Source: an optimization exercise on an open RTL-to-GDS flow (aim: small area). Production flows keep margins and buffers that such runs may drop.
RTL that was checked went through simulation tests only; none was proved equivalent to the original.
Power figures rest on the tool's default switching activity, not on a simulated workload.

// epdl_core
module epdl_core (
    input  wire        clk,
    input  wire        rst_n,
    input  wire        op_valid,
    output wire        op_ready,
    input  wire [63:0] op_word,
    output reg         rsp_valid,
    output reg  [31:0] rsp_word,
    output reg         rsp_refused,
    output wire        cs_n,
    output wire        dc,
    output reg         epd_rst_n,
    output wire        sck,
    output wire        mosi,
    input  wire        busy
);
For scale: roughly 2500 cells after synthesis, about 110 I/O pins, about 31000 µm² of cells after synthesis.
Settings: LEC_CHECK=0, CAP_MARGIN=20, CORE_MARGIN=2, CORE_UTILIZATION=50, CTS_BUF_LIST=sky130_fd_sc_hd__clkbuf_8, CTS_CLUSTER_DIAMETER=60, CTS_CLUSTER_SIZE=16, SLEW_MARGIN=20, SYNTH_HIERARCHICAL=1; clock period 10.0 ns.
standard.sh (not shown) runs the stock make flow with config.mk's settings and CLKGATE_MAP_FILE= SYNTH_SCRIPT=/design/flow/synth_recipe.tcl, a recipe that flattens the netlist after the stock synthesis.
==> flow/flow/run.sh <==
#!/bin/bash
# The standard layout (the standard.sh: standard synthesis unchanged,
# then ORFS floorplan .. finish), with three changes to how the layout is
# built:
#  - after the floorplan, every logic gate is replaced by the smallest cell
#    of the same function (flow/downsize.tcl); the later repair steps size
#    cells up again where slew, capacitance or timing need it;
#  - the port buffers are the smallest buffer cell;
#  - clock tree synthesis uses the clustering of config.mk and adds no
#    dummy loads.
# The standard flow's whole output is in standard.log here; ORFS's own
# per-step logs are under orfs/logs/.
set -euo pipefail
here=$(pwd)
export POST_FLOORPLAN_TCL="$here/flow/downsize.tcl"
export BUFFER_PORTS_ARGS="-buffer_cell sky130_fd_sc_hd__buf_1"
export CTS_ARGS="-sink_clustering_enable -repair_clock_nets -sink_clustering_size 16 -sink_clustering_max_diameter 60 -buf_list sky130_fd_sc_hd__clkbuf_8 -dont_use_dummy_load"
bash standard.sh > standard.log 2>&1
Other scripts of this flow, unchanged in this note and not shown: flow/flow/downsize.tcl
Rerun with:
--- a/flow/design.v
+++ b/flow/design.v
@@ -228,15 +228,15 @@
     localparam [2:0] S_IDLE = 3'd0, S_DEC_R = 3'd1, S_DEC_F = 3'd2, S_DEC_X = 3'd3,
                      S_DIV = 3'd4, S_RUN = 3'd5, S_WAITF0 = 3'd6, S_WAITF = 3'd7;
     localparam [2:0] RK_ZERO = 3'd0, RK_EM = 3'd1, RK_UPD = 3'd2, RK_UPF = 3'd3,
                      RK_WAIT = 3'd4, RK_ISB = 3'd5, RK_PIX = 3'd6, RK_REG = 3'd7;
     reg [2:0]  state;
     reg [5:0]  pc;
     reg [5:0]  pc_nxt;
-    reg [4:0]  ret_pc;          
+    reg [5:0]  ret_pc;
     wire [7:0] raw_byte = {ret_pc[4:0], fc, fb, fa};
     reg [2:0]  rk;
     reg        fa, fb, fc;      
     reg [31:0] spi_hz;
     reg [2:0]  count;
     reg        initialized;
     reg        full_mode;
@@ -591,26 +591,25 @@
                             state     <= S_IDLE;
                         end else
                             state <= S_RUN;
                     end
                 end
                 default: state <= S_IDLE;
             endcase
-            status[F_UPDATE_DROPPED] <= 1'b0;
         end
     end
     always @(posedge clk) begin
         if (accept) begin
             rsp_refused <= 1'b0;
             rk <= RK_ZERO;
             fa <= 1'b0;
             fb <= 1'b0;
             fc <= 1'b0;
             f_kind <= K_TXN;
-            ret_pc <= w[7:3];
+            ret_pc[4:0] <= w[7:3];
             if (!legal)
                 rsp_refused <= 1'b1;
             else begin
                 case (opc)
                     OP_BUS_INIT: begin
                         if (!bus_init_go) rsp_refused <= 1'b1;
                     end
@@ -667,15 +666,15 @@
                         U_TXN: begin
                             f_kind <= K_TXN;
                             f_seq  <= u_arg;
                         end
                         U_WAIT:  f_kind <= K_WAIT;
                         U_DLY:   f_kind <= K_DELAY;
                         U_POLL:  f_kind <= K_POLL;
-                        U_CALL:  ret_pc <= pc[4:0] + 5'd1;
+                        U_CALL:  ret_pc <= pc + 6'd1;
                         U_EM: begin
                             if (!(full_mode == u_arg[0] && initialized))
                                 fa <= 1'b1;
                         end
                         U_PFCHK: begin
                             if (count >= 3'd6)
                                 fa <= 1'b1;
@@ -703,16 +702,16 @@
             end
             S_DIV: pc_nxt = pc + 6'd1;
             S_RUN: begin
                 pc_nxt = pc + 6'd1;
                 case (u_op)
                     U_JMP:   if (cond) pc_nxt = u_jmp;
                     U_CALL:  pc_nxt = u_sub;
-                    U_RET:   pc_nxt = {1'b0, ret_pc};
-                    U_EM:    if (full_mode == u_arg[0] && initialized) pc_nxt = {1'b0, ret_pc};
+                    U_RET:   pc_nxt = ret_pc;
+                    U_EM:    if (full_mode == u_arg[0] && initialized) pc_nxt = ret_pc;
                     U_PFCHK: if (count < 3'd6) pc_nxt = PC_UPDATE;
                     default: ;
                 endcase
             end
             default: ;
         endcase
     end
@@ -760,34 +759,52 @@
     reg [511:0] pbuf;
     wire [3:0] ry = addr[8:5];
     wire [4:0] cx = addr[4:0];
     wire [15:0] rowhot = 16'd1 << ry;
     wire [31:0] colhot = 32'd1 << cx;
     wire [31:0] colv;
     wire [31:0] d;
+    wire [31:0] colsel = colhot | {32{fill}};
+    wire [7:0]  val;
+    genvar k;
+    generate
+        for (k = 0; k < 8; k = k + 1) begin : g_val
+            assign val[k] = fill ? fill_byte[7 - k] : color;
+        end
+    endgenerate
     genvar i, c;
     generate
         for (c = 0; c < 32; c = c + 1) begin : g_col
             wire [15:0] bits;
             for (i = 0; i < 16; i = i + 1) begin : g_r
                 assign bits[i] = pbuf[i*32 + c];
             end
             epdl_aor16 u_rd (.a(bits), .s(rowhot), .y(colv[c]));
-            assign d[c] = fill ? fill_byte[7 - (c % 8)] : (colhot[c] ? color : colv[c]);
+            assign d[c] = colsel[c] ? val[c % 8] : colv[c];
         end
         for (i = 0; i < 512; i = i + 1) begin : g_bit
             always @(posedge clk)
                 if (fill | (draw & rowhot[i / 32]))
                     pbuf[i] <= d[i % 32];
         end
     endgenerate
     assign rd = |(colv & colhot);
 endmodule
 module epdl_aor16 (input wire [15:0] a, input wire [15:0] s, output wire y);
-    assign y = |(a & s);
+    wire [5:0] g;
+    epdl_aoi222 u_g0 (.a(a[2:0]),   .s(s[2:0]),   .y(g[0]));
+    epdl_aoi222 u_g1 (.a(a[5:3]),   .s(s[5:3]),   .y(g[1]));
+    epdl_aoi222 u_g2 (.a(a[8:6]),   .s(s[8:6]),   .y(g[2]));
+    epdl_aoi222 u_g3 (.a(a[11:9]),  .s(s[11:9]),  .y(g[3]));
+    epdl_aoi222 u_g4 (.a(a[14:12]), .s(s[14:12]), .y(g[4]));
+    assign g[5] = ~(a[15] & s[15]);
+    assign y = ~(g[0] & g[1] & g[2]) | ~(g[3] & g[4] & g[5]);
+endmodule
+module epdl_aoi222 (input wire [2:0] a, input wire [2:0] s, output wire y);
+    assign y = ~((a[0] & s[0]) | (a[1] & s[1]) | (a[2] & s[2]));
 endmodule
 module epdl_ucode (input wire [5:0] pc, output reg [7:0] uinst);
     localparam [3:0] SQ_PTR = 4'd0, SQ_AREA = 4'd1, SQ_LUTF = 4'd2, SQ_LUTP = 4'd3,
                      SQ_PIX = 4'd4, SQ_PON = 4'd5, SQ_UPDF = 4'd6, SQ_UPDP = 4'd7,
                      SQ_CFG = 4'd8;
     localparam [3:0] U_FIN = 4'd0, U_TXN = 4'd1, U_WAIT = 4'd2, U_DLY = 4'd3,
                      U_CFGIDLE = 4'd4, U_RSTLO = 4'd5, U_RSTHI = 4'd6, U_NOP = 4'd7,
Setup slack gets worse by 0.50 ns.
Hold slack barely changes.
Final cell count drops by a few percent.
Total power climbs by a few percent.
Fmax drops by a few percent.
Global-route usage climbs by 0.48 points.
Area after synthesis drops by a few percent.
Sequential power climbs by a few percent.
Design area drops slightly.
Count of clock-buffer cells in the layout climbs by 2.
Die area drops by a few percent.
Combinational power climbs by a few percent.
Wire length drops slightly.
No functional check of the RTL was part of the first run of this note.

## static timing again, ports no longer ideal
The results above use ideal ports. As a check the final layouts listed here were re-extracted and re-timed, cells and wires unchanged.
Step 1 sets driving cells, clkbuf_16 on the clock port and buf_2 on the other inputs (assumed; they add their load-dependent delay and slew).
Step 2 times the ports against the registers' clock, not the clock port: input delays grow and output delays shrink by t, the midpoint of the rising clock arrivals with the driver on.
Three values: ideal, step 1, step 2; two values: the first two.
run | t, ns | slack for setup (ns) | cell pins on the clock port's net
the first run | 0.722 | 1.089 / 1.062 / 1.062 | 1
the second run | 0.714 | 0.589 / 0.564 / 0.564 | 1
After both steps every run listed still meets setup and hold. The setup slack of the first run, which loses most, moves by -0.027 ns with the drivers and by -0.027 ns with both steps.
